What follows belongs to an exercise in optimizing a design on an open flow for a short achievable clock period and few clock cycles; a production flow would make more cautious choices. In this exercise RTL edits were held to simulation tests only and were not proved equivalent to the original. No activity file was given, so power comes from the tool's default toggle rates.

==> design.v <==
module nibble_core (
    input  wire         clk,
    input  wire         rst_n,         
    input  wire         cmd_valid,
    output wire         cmd_ready,
    input  wire [127:0] cmd_word,
    output wire         done,
    output wire [2:0]   result,
    output reg          vram_req,
    output reg          vram_we,
    output reg  [15:0]  vram_addr,
    output reg  [7:0]   vram_wdata,
    input  wire         vram_gnt,
    input  wire [7:0]   vram_rdata,
    output reg          text_req,
    output reg  [15:0]  text_addr,
    input  wire         text_gnt,
    input  wire [7:0]   text_rdata,
    output reg          font_req,
    output reg  [8:0]   font_addr,
    input  wire         font_gnt,
    input  wire [7:0]   font_rdata
);
    localparam W   = 320;
    localparam H   = 240;
    localparam RB  = 160;
    localparam SBC = 38400;
    localparam OP_SETADDR    = 8'h01;
    localparam OP_SETSTEP    = 8'h02;
    localparam OP_WRBYTE     = 8'h03;
    localparam OP_RMW        = 8'h04;
    localparam OP_CLEAR      = 8'h10;
    localparam OP_SETPIXEL   = 8'h11;
    localparam OP_DRAWLINE   = 8'h20;
    localparam OP_DRAWGLYPH  = 8'h30;
    localparam OP_DRAWSTRING = 8'h31;
    localparam E_OK    = 3'd0;
    localparam E_ADDR  = 3'd1;
    localparam E_GEOM  = 3'd2;
    localparam E_CHAR  = 3'd3;
    localparam E_COLOR = 3'd4;
    localparam E_STEP  = 3'd5;
    localparam E_ILL   = 3'd6;
    localparam M_FILL = 2'd0;   
    localparam M_RMW  = 2'd1;
    localparam M_GLY  = 2'd2;
    reg [15:0]  ADDR;
    reg         STEP;
    reg         addr_oor;            
    reg         busy;                
    reg         dec;                 
    reg         done_q;              
    reg [2:0]   result_q;
    wire        done_now;            
    wire        dec_fin;             
    wire [2:0]  dec_res;
    reg         last_pend;           
    assign done      = done_q || (last_pend && vram_gnt);
    assign cmd_ready = !busy  || (last_pend && vram_gnt);
    assign result    = result_q;
    wire accept = cmd_valid && cmd_ready;
    reg [127:0] cw;
    wire [15:0] c_x   = cmd_word[23:8];
    wire [15:0] c_y   = cmd_word[39:24];
    wire [15:0] c_x1  = cmd_word[55:40];
    wire [15:0] c_y1  = cmd_word[71:56];
    reg  [8:0]  q_op;                
    reg         zA, zB, zC, zD, zE, zF, zG;    
    reg         q_xoor, q_yoor, q_x1oor, q_y1oor, q_vert, q_horz;
    reg         q_px_col, q_ln_col, q_gl_oor, q_gl_col, q_cl_col, q_sa_oor;
    reg         pd_sxok;    
    reg [15:0]  yc, yc1, ysc;        
    always @(posedge clk) begin
        cw       <= cmd_word;
        q_op     <= {cmd_word[7:0] == OP_DRAWSTRING, cmd_word[7:0] == OP_DRAWGLYPH,
                     cmd_word[7:0] == OP_DRAWLINE,   cmd_word[7:0] == OP_SETPIXEL,
                     cmd_word[7:0] == OP_CLEAR,      cmd_word[7:0] == OP_RMW,
                     cmd_word[7:0] == OP_WRBYTE,     cmd_word[7:0] == OP_SETSTEP,
                     cmd_word[7:0] == OP_SETADDR};
        zA       <= (cmd_word[127:120] == 0);
        zB       <= (cmd_word[119:80]  == 0);
        zC       <= (cmd_word[79:72]   == 0);
        zD       <= (cmd_word[71:48]   == 0);
        zE       <= (cmd_word[47:24]   == 0);
        zF       <= (cmd_word[23:16]   == 0);
        zG       <= (cmd_word[15:9]    == 0);
        q_xoor   <= (c_x >= W);
        q_yoor   <= (c_y >= H);
        q_x1oor  <= (c_x1 >= W);
        q_y1oor  <= (c_y1 >= H);
        q_vert   <= (c_x == c_x1) && (c_y <= c_y1);
        q_horz   <= (c_y == c_y1) && (c_x < c_x1);
        q_px_col <= (cmd_word[47:44] != 4'd0);
        q_ln_col <= (cmd_word[79:76] != 4'd0);
        q_gl_oor <= (c_x > W - 8) || (c_y > H - 8);
        q_gl_col <= (cmd_word[47:44] != 4'd0) || (cmd_word[55:52] != 4'd0);
        q_cl_col <= (cmd_word[15:12] != 4'd0);
        q_sa_oor <= (c_x >= SBC);
        pd_sxok  <= (cmd_word[39:24] <= W - 8) && (cmd_word[55:40] <= H - 8);
        yc       <= {cmd_word[32:24], 7'd0} + {cmd_word[34:24], 5'd0} + {1'b0, cmd_word[23:9]};
        yc1      <= {cmd_word[64:56], 7'd0} + {cmd_word[66:56], 5'd0} + {1'b0, cmd_word[55:41]};
        ysc      <= {cmd_word[48:40], 7'd0} + {cmd_word[50:40], 5'd0} + {1'b0, cmd_word[39:25]};
    end
    wire z120 = zA;
    wire z80  = z120 && zB;
    wire z72  = z80 && zC;
    wire z48  = z72 && zD;
    wire z24  = z48 && zE;
    wire z16  = z24 && zF;
    wire z9   = z16 && zG;
    wire c_setaddr = q_op[0] && z24;
    wire c_setstep = q_op[1] && z9;
    wire c_wrbyte  = q_op[2] && z16;
    wire c_rmw     = q_op[3] && z24;
    wire c_clear   = q_op[4] && z16;
    wire c_pixel   = q_op[5] && z48;
    wire c_line    = q_op[6] && z80;
    wire c_glyph   = q_op[7] && z120;
    wire c_string  = q_op[8] && z72;
    wire c_legal   = c_setaddr | c_setstep | c_wrbyte | c_rmw | c_clear |
                     c_pixel | c_line | c_glyph | c_string;
    wire c_pxoor   = q_xoor || q_yoor;
    wire c_ln_oor  = q_xoor || q_yoor || q_x1oor || q_y1oor;
    wire c_bad_px  = c_pixel && (c_pxoor || q_px_col);
    wire c_bad_ln  = c_line && (c_ln_oor || !(q_vert || q_horz) || q_ln_col);
    wire c_bad_gl  = c_glyph && (q_gl_oor || q_gl_col);
    wire c_r_addr  = (c_setaddr && q_sa_oor) || (c_pixel && c_pxoor) ||
                     (c_line && c_ln_oor) || (c_glyph && q_gl_oor);
    wire c_r_geom  = c_line && !c_ln_oor && !(q_vert || q_horz);
    wire c_r_col   = (c_clear && q_cl_col) || (c_pixel && !c_pxoor && q_px_col) ||
                     (c_line && !c_ln_oor && (q_vert || q_horz) && q_ln_col) ||
                     (c_glyph && !q_gl_oor && q_gl_col);
    wire       pd_fin = !c_legal || c_setaddr || c_setstep || (c_clear && q_cl_col) ||
                        c_bad_px || c_bad_ln || c_bad_gl;
    wire [2:0] pd_res = {!c_legal || c_r_col, !c_legal || c_r_geom, c_r_addr};
    wire pd_setaddr = c_setaddr && !q_sa_oor;
    wire pd_setstep = c_setstep;
    wire pd_wrbyte  = c_wrbyte;
    wire pd_rmw     = c_rmw;
    wire pd_clear   = c_clear;
    wire pd_pixel   = c_pixel;
    wire pd_vline   = c_line && q_vert;
    wire pd_hline   = c_line && !q_vert;
    wire pd_glyph   = c_glyph;
    wire pd_string  = c_string;
    wire [15:0] d_x   = cw[23:8];
    wire [15:0] d_y   = cw[39:24];
    wire [15:0] d_x1  = cw[55:40];
    wire [15:0] d_y1  = cw[71:56];
    wire [15:0] d_sx  = cw[39:24];
    wire [15:0] d_sy  = cw[55:40];
    wire [15:0] d_a0  = yc;
    wire [15:0] d_a0p = yc + 16'd1;
    wire [15:0] d_a0q = yc + 16'd2;
    wire [15:0] d_a1  = yc1;
    wire [15:0] d_a0r = yc + RB;
    wire [15:0] d_sa0 = ysc;
    wire [15:0] d_sa0r= ysc + RB;
    wire [15:0] d_ga4 = yc + 16'd4;
    wire [7:0]  d_hnk = d_x1[8:1] - d_x[8:1];       
    wire [7:0]  d_vnr = d_y1[7:0] - d_y[7:0];       
    wire [3:0]  d_gfg = cw[43:40];
    wire [3:0]  d_gbg = cw[51:48];
    wire [8:0]  d_sroom9 = 9'd312 - d_sx[8:0];
    wire [5:0]  d_sroom  = pd_sxok ? (d_sroom9[8:3] + 6'd1) : 6'd0;
    assign dec_fin = pd_fin || (pd_wrbyte && addr_oor) || (pd_rmw && (addr_oor || STEP));
    assign dec_res = pd_fin ? pd_res : (addr_oor ? E_ADDR : E_STEP);
    reg         run;                 
    reg [1:0]   mode;
    reg         upd_addr;            
    reg [7:0]   fill;
    reg [7:0]   rmw_m, rmw_v;
    reg         head_p, tail_p;      
    reg         xodd;                
    reg [3:0]   fg, bg;
    reg [63:0]  G0, G1;              
    reg [7:0]   gv0, gv1;            
    reg [1:0]   buf_free;            
    reg [7:0]   pcol7;               
    reg         p_valid;
    reg [15:0]  p_addr, p_rowaddr, p_charbase;
    reg [7:0]   p_k, nk_last;
    reg [7:0]   p_r, nr_last;
    reg [5:0]   p_i, ni_last;
    reg         p_tail;
    reg         w_go;                
    reg         o_valid;
    reg [15:0]  o_addr;
    reg         o_part;
    reg [7:0]   o_keep, o_nd;        
    reg         o_gly, o_hb, o_lb;   
    reg [15:0]  r_addr;              
    reg [7:0]   r_cnt;               
    reg         r_col;               
    reg         has_b;               
    reg [7:0]   nr;                  
    reg [15:0]  tb_addr;             
    reg         b_ok;                
    reg         b_arm;               
    reg [3:0]   occ;                 
    reg [7:0]   fd [0:7];
    reg [2:0]   f_wp, f_rp;
    reg [3:0]   f_cnt;
    reg         rd_cap_q;
    reg         sc_active;
    reg         tcap_q;
    reg [5:0]   sc_n;
    reg [5:0]   sc_room;
    reg         sc_colbad;
    reg [5:0]   codes [0:39];
    reg         sc_n_ok;
    reg [5:0]   f_char;
    reg [2:0]   f_row;
    reg         f_busy;
    reg         fo_buf;  reg [2:0] fo_row;
    reg         fcap_q;
    reg         fcap_buf; reg [2:0] fcap_row;
    wire [63:0] gbuf   = p_i[0] ? G1 : G0;
    reg  [7:0]  p_rsel;              
    reg  [7:0]  grow0, grow1;
    integer     jr;
    always @(*) begin
        grow0 = 8'd0; grow1 = 8'd0;
        for (jr = 0; jr < 8; jr = jr + 1) begin
            grow0 = grow0 | ({8{p_rsel[jr]}} & G0[8*jr +: 8]);
            grow1 = grow1 | ({8{p_rsel[jr]}} & G1[8*jr +: 8]);
        end
    end
    wire [7:0]  grow   = p_i[0] ? grow1 : grow0;
    wire        grow_v = p_i[0] ? |(p_rsel & gv1) : |(p_rsel & gv0);
    wire        pc     = |(p_rsel & pcol7);
    wire [8:0]  erow   = {pc, grow};
    reg         hb, lb;
    always @(*) begin
        case ({xodd, p_k[1:0]})
            3'b000: begin hb = erow[7]; lb = erow[6]; end
            3'b001: begin hb = erow[5]; lb = erow[4]; end
            3'b010: begin hb = erow[3]; lb = erow[2]; end
            3'b011: begin hb = erow[1]; lb = erow[0]; end
            3'b100: begin hb = erow[8]; lb = erow[7]; end
            3'b101: begin hb = erow[6]; lb = erow[5]; end
            3'b110: begin hb = erow[4]; lb = erow[3]; end
            default: begin hb = erow[2]; lb = erow[1]; end
        endcase
    end
    wire p_first_k = (p_k == 8'd0);
    wire p_last_k  = (p_k == nk_last);
    wire p_last_r  = (p_r == nr_last);
    wire p_last_i  = (p_i == ni_last);
    reg        p_part;
    reg [7:0]  p_keep, p_nd;
    reg        p_gate;
    always @(*) begin
        p_part = 1'b0; p_keep = 8'h00; p_nd = fill; p_gate = 1'b1;
        case (mode)
            M_FILL: begin
                if (p_first_k && head_p) begin
                    p_part = 1'b1; p_keep = 8'hF0; p_nd = {4'h0, fill[3:0]};
                end else if (p_last_k && tail_p) begin
                    p_part = 1'b1; p_keep = 8'h0F; p_nd = {fill[7:4], 4'h0};
                end
            end
            M_RMW: begin
                p_part = 1'b1; p_keep = ~rmw_m; p_nd = rmw_v;
            end
            default: begin
                if (p_tail) begin
                    p_part = 1'b1; p_keep = 8'h0F;
                end else begin
                    p_gate = grow_v;
                    if (xodd && p_i == 6'd0 && p_first_k) begin
                        p_part = 1'b1; p_keep = 8'hF0;
                    end else begin
                        p_nd = 8'h00;    
                    end
                end
            end
        endcase
    end
    wire [7:0]  o_data = o_gly ? ({o_hb ? fg : bg, o_lb ? fg : bg} & ~o_keep) : o_nd;
    wire        fifo_avail = (f_cnt != 4'd0) || rd_cap_q;
    wire [7:0]  fifo_head  = (f_cnt != 4'd0) ? fd[f_rp] : vram_rdata;
    wire r_ready   = (r_cnt != 8'd0) && (!r_col || b_ok) && !occ[3];
    wire w_ready   = o_valid && w_go && (!o_part || fifo_avail);
    wire port_free = !vram_req || vram_gnt;
    wire do_r = port_free && r_ready;
    wire do_w = port_free && !r_ready && w_ready;
    wire pop  = do_w && o_part;
    wire ld   = p_valid && p_gate && (!o_valid || do_w);
    assign done_now  = last_pend && vram_gnt;
    wire font_free = !font_req || font_gnt;
    wire [7:0] tc = text_rdata;
    wire       tc_zero = (tc == 8'd0);
    wire       tc_ok   = (tc[7:5] == 3'b001) || (tc[7:5] == 3'b010);
    wire       sc_now  = sc_active && tcap_q;
    reg  [5:0] f_navail;            
    wire f_can     = sc_n_ok && (f_busy || ((f_navail != 6'd0) && buf_free[f_char[0]]));
    reg  f_inc;                     
    wire f_dec     = font_free && f_can && (f_row == 3'd7);
    integer j;
    always @(posedge clk) begin
        if (!rst_n) begin
            busy <= 1'b0; dec <= 1'b0; done_q <= 1'b0; result_q <= E_OK; last_pend <= 1'b0;
            b_arm <= 1'b0; f_inc <= 1'b0;
            ADDR <= 16'd0; STEP <= 1'b0; addr_oor <= 1'b0;
            run <= 1'b0; p_valid <= 1'b0; o_valid <= 1'b0; w_go <= 1'b0;
            r_cnt <= 8'd0; occ <= 4'd0;
            vram_req <= 1'b0; vram_we <= 1'b0;
            text_req <= 1'b0; font_req <= 1'b0;
            rd_cap_q <= 1'b0; tcap_q <= 1'b0; fcap_q <= 1'b0;
            f_cnt <= 4'd0; f_wp <= 3'd0; f_rp <= 3'd0;
            sc_active <= 1'b0; sc_n_ok <= 1'b0; f_busy <= 1'b0;
            gv0 <= 8'd0; gv1 <= 8'd0; buf_free <= 2'b11;
            upd_addr <= 1'b0;
        end else begin
            done_q <= 1'b0;
            rd_cap_q <= vram_req && vram_gnt && !vram_we;
            if (rd_cap_q) begin
                fd[f_wp] <= vram_rdata;
                f_wp <= f_wp + 3'd1;
            end
            f_cnt <= f_cnt + {3'd0, rd_cap_q} - {3'd0, pop};
            if (pop) f_rp <= f_rp + 3'd1;
            occ <= occ + {3'd0, do_r} - {3'd0, pop};
            if (port_free) vram_req <= 1'b0;
            if (do_w)          last_pend <= !p_valid;
            else if (vram_gnt) last_pend <= 1'b0;
            if (do_r) begin
                vram_req  <= 1'b1;
                vram_we   <= 1'b0;
                vram_addr <= r_addr;
                if (r_cnt == 8'd1 && !r_col && has_b) begin
                    r_col  <= 1'b1;
                    r_cnt  <= nr;
                    r_addr <= tb_addr;
                end else begin
                    r_cnt  <= r_cnt - 8'd1;
                    r_addr <= r_addr + RB;
                end
            end else if (do_w) begin
                vram_req   <= 1'b1;
                vram_we    <= 1'b1;
                vram_addr  <= o_addr;
                vram_wdata <= o_part ? ((fifo_head & o_keep) | o_data) : o_data;
            end
            if (do_w) o_valid <= 1'b0;
            if (ld) begin
                o_valid <= 1'b1;
                o_addr  <= p_addr;
                o_part  <= p_part;
                o_keep  <= p_keep;
                o_nd    <= p_nd;
                o_gly   <= (mode == M_GLY);
                o_hb    <= p_tail ? pc : hb;
                o_lb    <= lb;
                if (!p_last_k) begin
                    p_k    <= p_k + 8'd1;
                    p_addr <= p_addr + 16'd1;
                end else if (!p_last_r) begin
                    p_k       <= 8'd0;
                    p_r       <= p_r + 8'd1;
                    p_rsel    <= {p_rsel[6:0], p_rsel[7]};
                    p_rowaddr <= p_rowaddr + RB;
                    p_addr    <= p_rowaddr + RB;
                end else if (mode == M_GLY && !p_tail && (!p_last_i || xodd)) begin
                    p_k <= 8'd0;
                    p_r <= 8'd0;
                    p_rsel <= 8'd1;
                    for (j = 0; j < 8; j = j + 1) pcol7[j] <= gbuf[8*j];
                    if (p_i[0]) begin gv1 <= 8'd0; buf_free[1] <= 1'b1; end
                    else        begin gv0 <= 8'd0; buf_free[0] <= 1'b1; end
                    p_charbase <= p_charbase + 16'd4;
                    p_rowaddr  <= p_charbase + 16'd4;
                    p_addr     <= p_charbase + 16'd4;
                    if (!p_last_i) begin
                        p_i <= p_i + 6'd1;
                    end else begin
                        p_tail  <= 1'b1;
                        nk_last <= 8'd0;
                    end
                end else begin
                    p_valid <= 1'b0;
                end
            end
            if (done_now) begin
                if (upd_addr) begin
                    ADDR     <= vram_addr;
                    STEP     <= 1'b0;
                    addr_oor <= 1'b0;
                end
                run  <= 1'b0;
                busy <= 1'b0;
                sc_n_ok <= 1'b0;
            end
            fcap_q   <= font_req && font_gnt;
            fcap_buf <= fo_buf;
            fcap_row <= fo_row;
            for (j = 0; j < 8; j = j + 1) begin
                if (fcap_q && fcap_buf && fcap_row == j) begin
                    G1[8*j +: 8] <= font_rdata;
                    gv1[j] <= 1'b1;
                end
                if (fcap_q && !fcap_buf && fcap_row == j) begin
                    G0[8*j +: 8] <= font_rdata;
                    gv0[j] <= 1'b1;
                end
            end
            if (font_free) begin
                font_req <= 1'b0;
                if (f_can) begin
                    font_req  <= 1'b1;
                    font_addr <= {codes[f_char], f_row};
                    fo_buf    <= f_char[0];
                    fo_row    <= f_row;
                    f_row     <= f_row + 3'd1;
                    if (f_row == 3'd0) buf_free[f_char[0]] <= 1'b0;
                    f_busy    <= (f_row != 3'd7);
                    if (f_row == 3'd7) f_char <= f_char + 6'd1;
                end
            end
            f_navail <= f_navail + {5'd0, f_inc} - {5'd0, f_dec};
            f_inc    <= sc_now && !tc_zero;
            b_arm    <= 1'b0;
            if (b_arm) begin
                b_ok <= 1'b1;
                if (r_col) r_addr <= tb_addr;
            end
            tcap_q <= text_req && text_gnt;
            if (text_req && text_gnt) text_addr <= text_addr + 16'd1;
            if (sc_now) codes[sc_n] <= {~tc[5], tc[4:0]};
            if (sc_now) begin
                if (tc_zero) begin
                    sc_active <= 1'b0;
                    text_req  <= 1'b0;
                    if (sc_colbad || sc_n == 6'd0) begin
                        done_q   <= 1'b1;
                        result_q <= sc_colbad ? E_COLOR : E_OK;
                        busy     <= 1'b0;
                        run      <= 1'b0;
                        p_valid  <= 1'b0;
                        o_valid  <= 1'b0;
                        r_cnt    <= 8'd0;
                        vram_req <= 1'b0;
                        font_req <= 1'b0;
                        sc_n_ok  <= 1'b0;
                    end else begin
                        w_go    <= 1'b1;
                        ni_last <= sc_n - 6'd1;
                        b_arm   <= 1'b1;
                    end
                end else if (sc_room == 6'd0 || !tc_ok) begin
                    sc_active <= 1'b0;
                    text_req  <= 1'b0;
                    done_q    <= 1'b1;
                    result_q  <= (sc_room == 6'd0) ? E_ADDR : E_CHAR;
                    busy      <= 1'b0;
                    run       <= 1'b0;
                    p_valid   <= 1'b0;
                    o_valid   <= 1'b0;
                    r_cnt     <= 8'd0;
                    vram_req  <= 1'b0;
                    font_req  <= 1'b0;
                    sc_n_ok   <= 1'b0;
                end else begin
                    sc_n    <= sc_n + 6'd1;
                    sc_room <= sc_room - 6'd1;
                    tb_addr <= tb_addr + 16'd4;
                end
            end
            if (dec) begin
                busy     <= 1'b0;
                result_q <= E_OK;
                f_cnt <= 4'd0; f_wp <= 3'd0; f_rp <= 3'd0; occ <= 4'd0;
                p_k <= 8'd0; p_r <= 8'd0; p_i <= 6'd0; p_tail <= 1'b0; p_rsel <= 8'd1;
                ni_last <= 6'd0;
                r_col <= 1'b0; r_cnt <= 8'd0; has_b <= 1'b0; b_ok <= 1'b1;
                head_p <= 1'b0; tail_p <= 1'b0;
                upd_addr <= 1'b0;
                w_go <= 1'b1;
                o_valid <= 1'b0;
                p_valid <= 1'b0;
                last_pend <= 1'b0;
                font_req <= 1'b0; fcap_q <= 1'b0; sc_n_ok <= 1'b0;
                if (!dec_fin) begin
                    busy <= 1'b1;
                    run  <= 1'b1;
                end else begin
                    done_q   <= 1'b1;
                    result_q <= dec_res;
                end
                if (pd_setaddr) begin
                    ADDR <= cw[23:8]; addr_oor <= 1'b0;
                end
                if (pd_setstep) STEP <= cw[8];
                if (!dec_fin) begin
                    if (pd_wrbyte) begin
                        vram_req <= 1'b1; vram_we <= 1'b1;
                        vram_addr <= ADDR; vram_wdata <= cw[15:8];
                        last_pend <= 1'b1;
                        ADDR <= ADDR + {15'd0, STEP};
                        addr_oor <= STEP && (ADDR == SBC - 1);
                    end
                    if (pd_rmw) begin
                        mode <= M_RMW; rmw_m <= cw[15:8]; rmw_v <= cw[23:16];
                        p_valid <= 1'b1; p_addr <= ADDR;
                        nk_last <= 8'd0; nr_last <= 8'd0;
                        vram_req <= 1'b1; vram_we <= 1'b0; vram_addr <= ADDR; occ <= 4'd1;
                    end
                    if (pd_clear) begin
                        mode <= M_FILL; fill <= {cw[11:8], cw[11:8]};
                        p_valid <= 1'b1; p_addr <= 16'd0; p_rowaddr <= 16'd0;
                        nk_last <= RB - 1; nr_last <= H - 1;
                        ADDR <= SBC; STEP <= 1'b1; addr_oor <= 1'b1;
                    end
                    if (pd_pixel) begin
                        mode <= M_FILL; fill <= {cw[43:40], cw[43:40]};
                        p_valid <= 1'b1; p_addr <= d_a0; p_rowaddr <= d_a0;
                        nk_last <= 8'd0; nr_last <= 8'd0;
                        head_p <= d_x[0]; tail_p <= !d_x[0];
                        vram_req <= 1'b1; vram_we <= 1'b0; vram_addr <= d_a0; occ <= 4'd1;
                        ADDR <= d_a0; STEP <= 1'b0; addr_oor <= 1'b0;
                    end
                    if (pd_vline) begin
                        mode <= M_FILL; fill <= {cw[75:72], cw[75:72]};
                        p_valid <= 1'b1; p_addr <= d_a0; p_rowaddr <= d_a0;
                        nk_last <= 8'd0; nr_last <= d_vnr;
                        head_p <= d_x[0]; tail_p <= !d_x[0];
                        vram_req <= 1'b1; vram_we <= 1'b0; vram_addr <= d_a0; occ <= 4'd1;
                        r_cnt <= d_vnr; r_addr <= d_a0r;
                        ADDR <= d_a1; STEP <= 1'b0; addr_oor <= 1'b0;
                    end
                    if (pd_hline) begin
                        mode <= M_FILL; fill <= {cw[75:72], cw[75:72]};
                        nk_last <= d_hnk; nr_last <= 8'd0;
                        head_p <= d_x[0]; tail_p <= !d_x1[0];
                        tb_addr <= d_a1;
                        ADDR <= d_a1; STEP <= 1'b0; addr_oor <= 1'b0;
                        if (d_x[0]) begin
                            vram_req <= 1'b1; vram_we <= 1'b0; vram_addr <= d_a0; occ <= 4'd1;
                            p_valid <= 1'b1; p_addr <= d_a0; p_rowaddr <= d_a0;
                            r_col <= 1'b1; r_addr <= d_a1;
                            r_cnt <= !d_x1[0] ? 8'd1 : 8'd0;
                        end else if (d_x1[0]) begin
                            vram_req <= 1'b1; vram_we <= 1'b1; vram_addr <= d_a0;
                            vram_wdata <= {cw[75:72], cw[75:72]};
                            o_valid <= (d_hnk != 8'd0);
                            last_pend <= (d_hnk == 8'd0);
                            o_addr  <= d_a0p; o_part <= 1'b0; o_nd <= {cw[75:72], cw[75:72]};
                            o_gly <= 1'b0; o_keep <= 8'h00;
                            p_valid <= (d_hnk[7:1] != 7'd0);
                            p_k <= 8'd2; p_addr <= d_a0q; p_rowaddr <= d_a0;
                        end else begin
                            p_valid <= 1'b1; p_addr <= d_a0; p_rowaddr <= d_a0;
                            r_col <= 1'b1; r_addr <= d_a1; r_cnt <= 8'd1;
                        end
                    end
                    if (pd_glyph) begin
                        mode <= M_GLY; xodd <= d_x[0]; upd_addr <= 1'b1;
                        fg <= d_gfg; bg <= d_gbg;
                        G0 <= cw[119:56]; gv0 <= 8'hFF; gv1 <= 8'h00;
                        p_valid <= 1'b1; p_rowaddr <= d_a0; p_charbase <= d_a0;
                        nk_last <= 8'd3; nr_last <= 8'd7;
                        tb_addr <= d_ga4; nr <= 8'd8;
                        vram_req <= 1'b1; vram_we <= !d_x[0]; vram_addr <= d_a0;
                        vram_wdata <= {cw[63] ? d_gfg : d_gbg, cw[62] ? d_gfg : d_gbg};
                        if (d_x[0]) begin
                            p_addr <= d_a0; occ <= 4'd1;
                            r_cnt <= 8'd7; r_addr <= d_a0r; has_b <= 1'b1;
                        end else begin
                            o_valid <= 1'b1; o_addr <= d_a0p; o_part <= 1'b0;
                            o_gly <= 1'b1; o_hb <= cw[61]; o_lb <= cw[60]; o_keep <= 8'h00;
                            p_k <= 8'd2; p_addr <= d_a0q;
                        end
                    end
                    if (pd_string) begin
                        mode <= M_GLY; xodd <= d_sx[0]; upd_addr <= 1'b1;
                        fg <= cw[59:56]; bg <= cw[67:64];
                        gv0 <= 8'h00; gv1 <= 8'h00; buf_free <= 2'b11;
                        w_go <= 1'b0; b_ok <= 1'b0;
                        p_valid <= 1'b1; p_addr <= d_sa0; p_rowaddr <= d_sa0; p_charbase <= d_sa0;
                        nk_last <= 8'd3; nr_last <= 8'd7;
                        tb_addr <= d_sa0; nr <= 8'd8;
                        if (d_sx[0] && pd_sxok) begin
                            vram_req <= 1'b1; vram_we <= 1'b0; vram_addr <= d_sa0; occ <= 4'd1;
                            r_cnt <= 8'd7; r_addr <= d_sa0r; has_b <= 1'b1;
                        end
                        sc_active <= 1'b1;
                        sc_n      <= 6'd0;
                        sc_room   <= d_sroom;
                        sc_colbad <= (cw[63:60] != 4'd0) || (cw[71:68] != 4'd0);
                        sc_n_ok   <= 1'b1;
                        f_char    <= 6'd0;
                        f_row     <= 3'd0;
                        f_busy    <= 1'b0;
                        f_navail  <= 6'd0;
                        f_inc     <= 1'b0;
                    end
                end
            end
            if (dec && !pd_string) text_req <= 1'b0;
            dec <= accept;
            if (accept) begin
                busy <= 1'b1;
                if (cmd_word[7:0] == OP_DRAWSTRING) begin
                    text_req  <= 1'b1;
                    text_addr <= cmd_word[23:8];
                end
            end
        end
    end
endmodule
==> run.sh <==
#!/bin/bash
# synth_recipe.tcl (not shown) runs the flow's synth.tcl, then flattens the netlist and writes it again
# the make line also repeats each setting of config.mk as NAME=value (left out here)
make -C /OpenROAD-flow-scripts/flow DESIGN_CONFIG=/design/flow/config.mk WORK_HOME=/design/flow/orfs CLKGATE_MAP_FILE= SYNTH_SCRIPT=/design/flow/synth_recipe.tcl finish
==> config.mk <==
export PLATFORM = sky130hd
export DESIGN_NAME = nibble_core
export DESIGN_NICKNAME = nibble_core
export VERILOG_FILES = /design/flow/design.v
export SDC_FILE = /design/flow/constraint.sdc
export NUM_CORES = 4
export LEC_CHECK = 0
export ABC_CLOCK_PERIOD_IN_PS = 2700
export CAP_MARGIN = 20
export CORE_MARGIN = 2
export CORE_UTILIZATION = 40
export SETUP_SLACK_MARGIN = 3.8
export SLEW_MARGIN = 20
==> constraint.sdc <==
create_clock -name core_clock -period 6.5 [get_ports {clk}]
set_input_delay 1.3000 -clock core_clock [delete_from_list [all_inputs] [get_ports {clk}]]
set_output_delay 1.3000 -clock core_clock [all_outputs]
set_load 0.01 [all_outputs]
==> reports/qor.yml, run 1 <==
critical_path:
  worstPathRequired_ps: 5200
  cp-end-kind: "primary output"
  slowest_stage: "nand2_8"
  cp_max_fo: 4
  cp.arrival_ps: 1770
  start_kind: "primary input"
  slowest_delay_ps: 130
  crit_type: "primary input to primary output"
  path_cells: "buf_12 > nand2_8 > nand2b_4 > buf_6"
logic_synthesis:
  synth_edf_count: 727
  synth_nets: 4856
  yosys_warnings: 1
  synth_cell_type_count: 97
  syn-instance-count: 4538
  ys_seq_elements: 974
  yosysSeqAreaShare_pct: 53.3
  syn_avg_cell_area_sq_um: 11.1
  synth_ff_type: "edfxtp_1"
  synthesis.area_sq_um: 50200
  async_flop_share_pct: 0
timing:
  hold_viol_final: 0
  tightestPinTransition_ps: 1060
  maxSlewHeadroom_pct: 29.3
  fin_ws_ps: 3430
  fin_setup_tns_ps: 0
  clock.fmax_mhz: 325
  rsz0062_at_grt: "true"
  skew_ps: 104
  whs_ps: 420
  final.period_utilization_pct: 47.3
  finalSetupViolCount: 0
  slew_viol_final: 0
  finalCriticalPeriod_ps: 3070
drt:
  vias: 43000
  via_per_inst: 6.33
  first_pass_iters: 10
  antenna_left: 0
  finalWirelength_mm: 203
  routedWlPerCell_um: 29.9
  drtIter0Drc: 6470
  route.detailed.drc: 0
cells_and_area:
  nFillCells: 10600
  drive_above_1_share_pct: 27.6
  ff_latch_area_sq_um: 26900
  layout.nets: 5369
  area.growth.synth_to_final_pct: 29.3
  fin_cells: 6784
  final_cell_mix: "edfxtp_1, nor2_1, nand2_1"
  layout_commonest_cell: "edfxtp_1"
  multi_input_area_sq_um: 25100
  final_area_sq_um: 64900
grt:
  grt_pass1_wl_mm: 280
  antenna_found_initial: 12
  grt_usage_pct: 30.0
  overflow: 0
  grt_max_degree: 131
  grt_pass1_vias: 39600
clock_network:
  ctsHoldBuffers: 0
  h-tree-depth: 3
  cts_tree: "done"
  numCtsBuffers: 106
  cts_root_buffer: "clkbuf_16"
  clock_path_buffers: 3
  clk_pin_slew_ps: 60
  cts.sinks: 974
  clk_latency_ps: 780
status:
  status: "no timing/DRC/antenna violations"
floorplanning:
  start_util_pct: 40.4
  die_h_um: 358
  io_pins: 216
  row_count: 129
  die_w_um: 358
  fp.coreArea_sq_um: 124000
  fp.dieArea_sq_um: 128000
run:
  max_cap_violations: 0
placement:
  routabilityCongestion: 1.04
  placed_area_sq_um: 54900
  hpwl_mm: 132
  dp.cells: 6211
  io_buffers: 215
  place_ws_ps: 1660
power:
  ir_drop_mv: 0.219
  p_leak_nw: 23.6
  p_per_area_nw_per_um2: 282
min_path:
  hold_class: "register to register"
## report_power, final
part | switching, mW | internal (mW) | leakage [nW]
Sequential | 0.647 | 7.09 | 8.79
Clock | 2.72 | 3.67 | 1.80
Combinational | 2.38 | 1.78 | 13.0
Total | 5.75 | 12.5 | 23.6
## per-stage QoR
| stage | power (mW) | util (%) |
|---|---|---|
| 3_5_place_dp | 10.8 | 44.3 |
| 3_3_place_gp | 10.8 | 44.3 |
| 4_1_cts | 17.4 | 49.6 |
| 2_1_floorplan | 9.40 | - |
| 5_1_grt | 18.7 | 52.3 |
| 6_report | 18.3 | 52.3 |
## layout make-up
type,instances,share of cell area (%)
sequential,974,41.4
multi-input combinational,3172,38.6
timing repair buffer,671,10.3
clock buffer,148,4.69
tap,1637,3.16
clock inverter,51,1.05
inverter,125,0.806
antenna,5,0.0193
timing repair inverter,1,0.0135
## cells by family (layout without fill, tap and decap cells)
group / Yosys count / after routing / share of synthesized area, %
other: 0 / 5 / 0
muxes: 271 / 271 / 7.67
buffers and inverters: 402 / 996 / 3.19
adders and majority gates: 160 / 160 / 4.47
and+or+nand+nor: 1391 / 1401 / 12.9
AOI/OAI and AO/OA: 1091 / 1091 / 14.1
DFF: 974 / 974 / 53.3
xor gates and xnor gates: 249 / 249 / 4.34
## layer usage
metal  wire (um)  track usage (%)  vias to the layer above
li1            -                -                    18200
met1       77200             39.9                    21000
met2       85500             43.4                     2990
met3       26500             10.1                      787
met4       13600             15.7                       14
met5          94                0                        -
## synthesized netlist by cell type, types with 23 or more instances
| cell | instances | share of area [%] |
|---|---|---|
| nor2_1 | 468 | 3.5 |
| a22o_1 | 25 | 0.44 |
| o21ai_0 | 246 | 2.5 |
| nor2b_1 | 34 | 0.42 |
| ha_1 | 128 | 3.2 |
| a31oi_1 | 60 | 0.75 |
| mux2_2 | 23 | 0.52 |
| nand3_1 | 156 | 1.6 |
| nand4_1 | 56 | 0.70 |
| edfxtp_1 | 727 | 43 |
| nor3_1 | 92 | 0.92 |
| a221oi_1 | 27 | 0.47 |
| a22oi_1 | 68 | 1.0 |
| a21o_1 | 23 | 0.34 |
| inv_1 | 121 | 0.90 |
| dfxtp_1 | 247 | 9.8 |
| buf_2 | 51 | 0.51 |
| xor2_1 | 122 | 2.1 |
| xnor2_1 | 127 | 2.2 |
| buf_1 | 28 | 0.21 |
| and3_1 | 60 | 0.75 |
| nor4_1 | 45 | 0.56 |
| o211ai_1 | 28 | 0.42 |
| fa_1 | 32 | 1.3 |
| mux2i_1 | 158 | 3.2 |
| o22ai_1 | 53 | 0.66 |
| nand2_1 | 362 | 2.7 |
| mux4_2 | 88 | 3.9 |
| clkbuf_1 | 192 | 1.4 |
| a21oi_1 | 293 | 2.9 |
| a211oi_1 | 40 | 0.60 |
## final timing paths
| kind | start | end | slack, ps | depth (start not counted) |
|---|---|---|---|---|
| max reg2reg | yc1[0]$_DFF_P_ | last_pend$_SDFFE_PN0P_ | 3530 | 12 |
| min | fo_buf$_DFFE_PP_ | fcap_buf$_DFFE_PP_ | 420 | 0 |
| min reg2reg | fo_buf$_DFFE_PP_ | fcap_buf$_DFFE_PP_ | 420 | 0 |
| max | vram_gnt | done | 3430 | 4 |
## worst max-delay path: cells and delay by family
family | cells | cell delay, ps
buffers and inverters | 2 | 240
and+or+nand+nor | 2 | 220
## state kept, by name, summed over array words and instances, names as in the netlist, 64 cells and up, named ones only
name and cells:
G0 64, cw 86, G1 64, codes 240, fd 64
## what timing repair did
item / in CTS / in global routing
endpoints found under the setup margin: 745 / 637
gates cloned: 19 / 21
buffers inserted: 195 / 134
resized for setup: 772 / 503
pin swaps: 96 / 185
Testbench counts, summed over its fixed seeds: cycles 104,441.
==> run 2: changes to the inputs <==
--- a/design.v
+++ b/design.v
@@ -184,11 +184,16 @@
     reg [5:0]   p_i, ni_last;
     reg         p_tail;
     reg         w_go;                
-    reg         o_valid;
-    reg [15:0]  o_addr;
-    reg         o_part;
-    reg [7:0]   o_keep, o_nd;        
-    reg         o_gly, o_hb, o_lb;   
+    reg         q0v, q1v;
+    reg [35:0]  q0, q1;
+    wire        o_valid = q0v;
+    wire [15:0] o_addr  = q0[35:20];
+    wire        o_part  = q0[19];
+    wire [7:0]  o_keep  = q0[18:11];
+    wire [7:0]  o_nd    = q0[10:3];
+    wire        o_gly   = q0[2];
+    wire        o_hb    = q0[1];
+    wire        o_lb    = q0[0];
     reg [15:0]  r_addr;              
     reg [7:0]   r_cnt;               
     reg         r_col;               
@@ -286,7 +291,8 @@
     wire do_r = port_free && r_ready;
     wire do_w = port_free && !r_ready && w_ready;
     wire pop  = do_w && o_part;
-    wire ld   = p_valid && p_gate && (!o_valid || do_w);
+    wire ld   = p_valid && p_gate && !(q0v && q1v);
+    wire [35:0] p_op = {p_addr, p_part, p_keep, p_nd, mode == M_GLY, p_tail ? pc : hb, lb};
     assign done_now  = last_pend && vram_gnt;
     wire font_free = !font_req || font_gnt;
     wire [7:0] tc = text_rdata;
@@ -303,7 +309,7 @@
             busy <= 1'b0; dec <= 1'b0; done_q <= 1'b0; result_q <= E_OK; last_pend <= 1'b0;
             b_arm <= 1'b0; f_inc <= 1'b0;
             ADDR <= 16'd0; STEP <= 1'b0; addr_oor <= 1'b0;
-            run <= 1'b0; p_valid <= 1'b0; o_valid <= 1'b0; w_go <= 1'b0;
+            run <= 1'b0; p_valid <= 1'b0; q0v <= 1'b0; q1v <= 1'b0; w_go <= 1'b0;
             r_cnt <= 8'd0; occ <= 4'd0;
             vram_req <= 1'b0; vram_we <= 1'b0;
             text_req <= 1'b0; font_req <= 1'b0;
@@ -323,7 +329,7 @@
             if (pop) f_rp <= f_rp + 3'd1;
             occ <= occ + {3'd0, do_r} - {3'd0, pop};
             if (port_free) vram_req <= 1'b0;
-            if (do_w)          last_pend <= !p_valid;
+            if (do_w)          last_pend <= !p_valid && !q1v;
             else if (vram_gnt) last_pend <= 1'b0;
             if (do_r) begin
                 vram_req  <= 1'b1;
@@ -343,16 +349,18 @@
                 vram_addr  <= o_addr;
                 vram_wdata <= o_part ? ((fifo_head & o_keep) | o_data) : o_data;
             end
-            if (do_w) o_valid <= 1'b0;
+            if (do_w) begin
+                q0  <= q1v ? q1 : p_op;
+                q0v <= q1v || ld;
+                q1  <= p_op;
+                q1v <= q1v && ld;
+            end else begin
+                if (!q0v) q0 <= p_op;
+                else if (!q1v) q1 <= p_op;
+                q0v <= q0v || ld;
+                q1v <= q1v || (q0v && ld);
+            end
             if (ld) begin
-                o_valid <= 1'b1;
-                o_addr  <= p_addr;
-                o_part  <= p_part;
-                o_keep  <= p_keep;
-                o_nd    <= p_nd;
-                o_gly   <= (mode == M_GLY);
-                o_hb    <= p_tail ? pc : hb;
-                o_lb    <= lb;
                 if (!p_last_k) begin
                     p_k    <= p_k + 8'd1;
                     p_addr <= p_addr + 16'd1;
@@ -438,7 +446,8 @@
                         busy     <= 1'b0;
                         run      <= 1'b0;
                         p_valid  <= 1'b0;
-                        o_valid  <= 1'b0;
+                        q0v      <= 1'b0;
+                        q1v      <= 1'b0;
                         r_cnt    <= 8'd0;
                         vram_req <= 1'b0;
                         font_req <= 1'b0;
@@ -456,7 +465,8 @@
                     busy      <= 1'b0;
                     run       <= 1'b0;
                     p_valid   <= 1'b0;
-                    o_valid   <= 1'b0;
+                    q0v       <= 1'b0;
+                    q1v       <= 1'b0;
                     r_cnt     <= 8'd0;
                     vram_req  <= 1'b0;
                     font_req  <= 1'b0;
@@ -477,7 +487,8 @@
                 head_p <= 1'b0; tail_p <= 1'b0;
                 upd_addr <= 1'b0;
                 w_go <= 1'b1;
-                o_valid <= 1'b0;
+                q0v <= 1'b0;
+                q1v <= 1'b0;
                 p_valid <= 1'b0;
                 last_pend <= 1'b0;
                 font_req <= 1'b0; fcap_q <= 1'b0; sc_n_ok <= 1'b0;
@@ -543,10 +554,9 @@
                         end else if (d_x1[0]) begin
                             vram_req <= 1'b1; vram_we <= 1'b1; vram_addr <= d_a0;
                             vram_wdata <= {cw[75:72], cw[75:72]};
-                            o_valid <= (d_hnk != 8'd0);
+                            q0v <= (d_hnk != 8'd0);
                             last_pend <= (d_hnk == 8'd0);
-                            o_addr  <= d_a0p; o_part <= 1'b0; o_nd <= {cw[75:72], cw[75:72]};
-                            o_gly <= 1'b0; o_keep <= 8'h00;
+                            q0 <= {d_a0p, 1'b0, 8'h00, cw[75:72], cw[75:72], 3'b000};
                             p_valid <= (d_hnk[7:1] != 7'd0);
                             p_k <= 8'd2; p_addr <= d_a0q; p_rowaddr <= d_a0;
                         end else begin
@@ -567,8 +577,8 @@
                             p_addr <= d_a0; occ <= 4'd1;
                             r_cnt <= 8'd7; r_addr <= d_a0r; has_b <= 1'b1;
                         end else begin
-                            o_valid <= 1'b1; o_addr <= d_a0p; o_part <= 1'b0;
-                            o_gly <= 1'b1; o_hb <= cw[61]; o_lb <= cw[60]; o_keep <= 8'h00;
+                            q0v <= 1'b1;
+                            q0 <= {d_a0p, 1'b0, 8'h00, 8'h00, 1'b1, cw[61], cw[60]};
                             p_k <= 8'd2; p_addr <= d_a0q;
                         end
                     end
==> run 2 against run 1 <==
  * Cell count increased by 5.4%
  * Hold slack improved by 13 ps
  * Fmax decreased by 1.9%
  * Global-route usage decreased by 0.41 points
  * Core utilization decreased by 1.5 points
  * Non-clock buffer count decreased by 7
  * Worst setup slack got worse by 59 ps
  * Sequential share of layout area increased by 0.65 points
  * Sequential cell count increased by 37
  * Via count increased by 5.0%
==> reports/qor.yml, run 2 <==
placement:
  routabilityCongestion: 1.03
  dp.cells: 6573
  hpwl_mm: 137
  io_buffers: 215
power:
  p_total_mw: 17.5
  p_per_area_nw_per_um2: 263
  ir_drop_mv: 0.249
  p_leak_nw: 24.0
logic_synthesis:
  synth_ff_type: "edfxtp_1"
  synth_adder_area_share_pct: 4.27
  synthMuxAreaShare_pct: 7.09
  synth_top_area_share_pct: 43.6
  synth_top_area_cell: "edfxtp_1"
  syn-instance-count: 4805
  yosys_warnings: 1
  yosys.area_share.simple_pct: 13.6
  synth_cell_type_count: 110
  ys_seq_elements: 1011
  synth_top_family_by_area: "compound AO/OA/AOI/OAI gates"
  synth-xor-area-share_pct: 4.17
  yosysSeqAreaShare_pct: 53.0
  synth_compound_area_share_pct: 14.4
  synthTopCellsByArea: "edfxtp_1, dfxtp_1, mux4_2"
  async_flop_share_pct: 0
  synth_nets: 5123
  syn_avg_cell_area_sq_um: 10.9
  synth_edf_count: 763
  synthesis.area_sq_um: 52600
  synth_common_cells: "edfxtp_1, nor2_1, nand2_1, a21oi_1, dfxtp_1"
  synth_most_common_cell: "edfxtp_1"
timing:
  finalSetupViolCount: 0
  fin_setup_tns_ps: 0
  hold_viol_final: 0
  maxSlewHeadroom_pct: 20.4
  final.period_utilization_pct: 48.2
  slew_viol_final: 0
  clock.fmax_mhz: 319
  finalCriticalPeriod_ps: 3130
  rsz0062_at_grt: "true"
  skew_ps: 78.9
  tightestPinTransition_ps: 1190
drt:
  drtIter0Drc: 6936
  first_pass_iters: 9
  antenna_left: 0
  vias: 45100
  routedWlPerCell_um: 29.8
  wl_met1_mm: 81.0
  met3WireLength_mm: 25.9
  route.detailed.drc: 0
  routed.top_layer: "met5"
  wl_met2_mm: 91.1
  via_per_inst: 6.31
  finalWirelength_mm: 213
cells_and_area:
  multi_input_area_sq_um: 25400
  drive_above_1_share_pct: 24.4
  final_cell_mix: "edfxtp_1, nand2_1, nor2_1"
  area.growth.synth_to_final_pct: 26.4
  layout.nets: 5611
  layout_commonest_cell: "edfxtp_1"
  ff_latch_area_sq_um: 27900
  nFillCells: 11600
  largest-register: "codes"
  fin_cells: 7152
  largest_reg_flops: 240
  largestRegisters: "codes: 240 flops, cw: 86 flops"
clock_network:
  numCtsBuffers: 108
  clk_pin_slew_ps: 60
  clock_path_buffers: 3
  cts.sinks: 1011
  cts_root_buffer: "clkbuf_16"
  clk_latency_ps: 780
  cts_tree: "done"
  h-tree-depth: 3
floorplanning:
  io_pins: 216
  start_util_pct: 40.1
  fp.dieArea_sq_um: 134000
  fp.coreArea_sq_um: 131000
  die_h_um: 367
  row_count: 133
  die_w_um: 367
min_path:
  holdPathStages: 0
  hold_class: "register to register"
  min_from: "fo_buf$_DFFE_PP_"
  worstHoldEndpoint: "fcap_buf$_DFFE_PP_"
critical_path:
  cp-end-kind: "primary output"
  ff2ff_path_depth: 9
  cp_max_fo: 3
  start_kind: "primary input"
  rrSetupSlack_ps: 3590
  worstPathRequired_ps: 5200
  crit_type: "primary input to primary output"
  r2r-end: "p_charbase[3]$_DFFE_PP_"
  cp.arrival_ps: 1830
  r2r_start: "p_r[6]$_SDFFCE_PN0P_"
grt:
  grt_pass1_vias: 41500
  antenna_found_initial: 17
  grt_pass1_wl_mm: 294
  overflow: 0
  grt_usage_pct: 29.6
  grt_max_degree: 110
status:
  status: "no timing/DRC/antenna violations"
run:
  max_cap_violations: 0
-- run 2: cell count changes after synthesis, moves of 19 or more --
cell and delta:
nand2_1 +99, o21ai_0 -25, a21oi_1 +64, buf_2 +19, o31ai_1 +21, edfxtp_1 +36
o22ai_1 +60
-- run 2: how the worst max path moves through the flow --
stage,depth (start not counted),to,from
2_1_floorplan,9,yc1[15]$_DFF_P_,cmd_word[58]
3_3_place_gp,12,occ[1]$_SDFF_PP0_,vram_gnt
3_5_place_dp,12,occ[1]$_SDFF_PP0_,vram_gnt
4_1_cts,5,cmd_ready,vram_gnt
5_1_grt,5,cmd_ready,vram_gnt
6_report,5,cmd_ready,vram_gnt
-- run 2: cell families after synthesis --
kind of cell	after synthesis
buf+inv	429
fa+ha+maj	160
xor+xnor	250
simple gates	1519
mux	259
compound gates	1177
flops	1011
-- run 2: report_power, final --
group / internal, mW / switching, mW / total (mW)
clock network: 3.68 / 2.83 / 6.51
registers: 7.31 / 0.557 / 7.87
logic: 1.32 / 1.81 / 3.13
-- run 2: per-stage QoR --
stage | setup WS (ps) | util, % | instance area (sq um) | hold slack, ps
floorplan | 3240 | - | 53000 | 400
global placement | 2090 | 43.4 | 56800 | 412
detailed placement | 2050 | 43.4 | 56800 | 416
CTS | 3360 | 48.3 | 63300 | 432
global route | 3350 | 50.7 | 66400 | 448
finish | 3370 | 50.7 | 66500 | 432
-- run 2: repair_timing --
| item | 4_1_cts | 5_1_grt |
|---|---|---|
| resized for setup | 718 | 401 |
| endpoints found under the setup margin | 682 | 609 |
| hold endpoints to repair | 0 | 0 |
| buffers inserted | 165 | 154 |
| pin swaps | 77 | 146 |
| hold buffers | 0 | 0 |
| gates cloned | 24 | 22 |
-- run 2: final cells by class --
| class | count | share of cell area [%] |
|---|---|---|
| inverters | 128 | 0.796 |
| well taps | 1755 | 3.30 |
| diodes | 8 | 0.0301 |
| multi-input cells | 3379 | 38.3 |
| repair inverters | 1 | 0.0113 |
| flip-flops and latches | 1011 | 42.0 |
| clock inverters | 60 | 0.988 |
| repair buffers | 664 | 9.89 |
| clock buffers | 146 | 4.68 |
-- run 2: metal layers --
| metal | vias to the layer above | global-route usage [%] |
|---|---|---|
| li1 | 19100 | - |
| met1 | 21900 | 39.6 |
| met2 | 3228 | 43.9 |
| met3 | 866 | 8.21 |
| met4 | 12 | 15.4 |
| met5 | - | 0 |
-- run 2: critical path, stage by stage --
cell and delay, ps:
buf_6 100, buf_12 130, nand2_8 110, nand2_4 60, buf_6 120
Testbench counts of run 2, summed over its fixed seeds: cycles 104,441.

what the ideal ports hide:
How much do the figures lean on ideal ports? The routed layouts below were timed once more, with nothing changed but the port constraints.
Step 1 (the two cells are an assumption about what drives the block):
set clk [get_ports {clk}]
set_driving_cell -lib_cell sky130_fd_sc_hd__clkbuf_16 $clk
set_driving_cell -lib_cell sky130_fd_sc_hd__buf_2 [delete_from_list [all_inputs] $clk]
Step 2, shift: input delay + t, output delay - t, t = (earliest + latest rising clock arrival at the registers) / 2. This alone moves slack from input paths to output paths.
Three values: ideal ports, drivers, drivers and shift; two values: the first two.
run	t, ns	setup slack, ns	worst register clock-pin slew, ns
run 1	0.803	3.426 / 3.332 / 2.632	0.07 / 0.07
run 2	0.822	3.366 / 3.332 / 2.694	0.07 / 0.07
After both steps setup and hold are still met in every run listed. The setup slack of run 1, which loses most, moves by -0.094 ns with the drivers and by -0.794 ns with both steps.
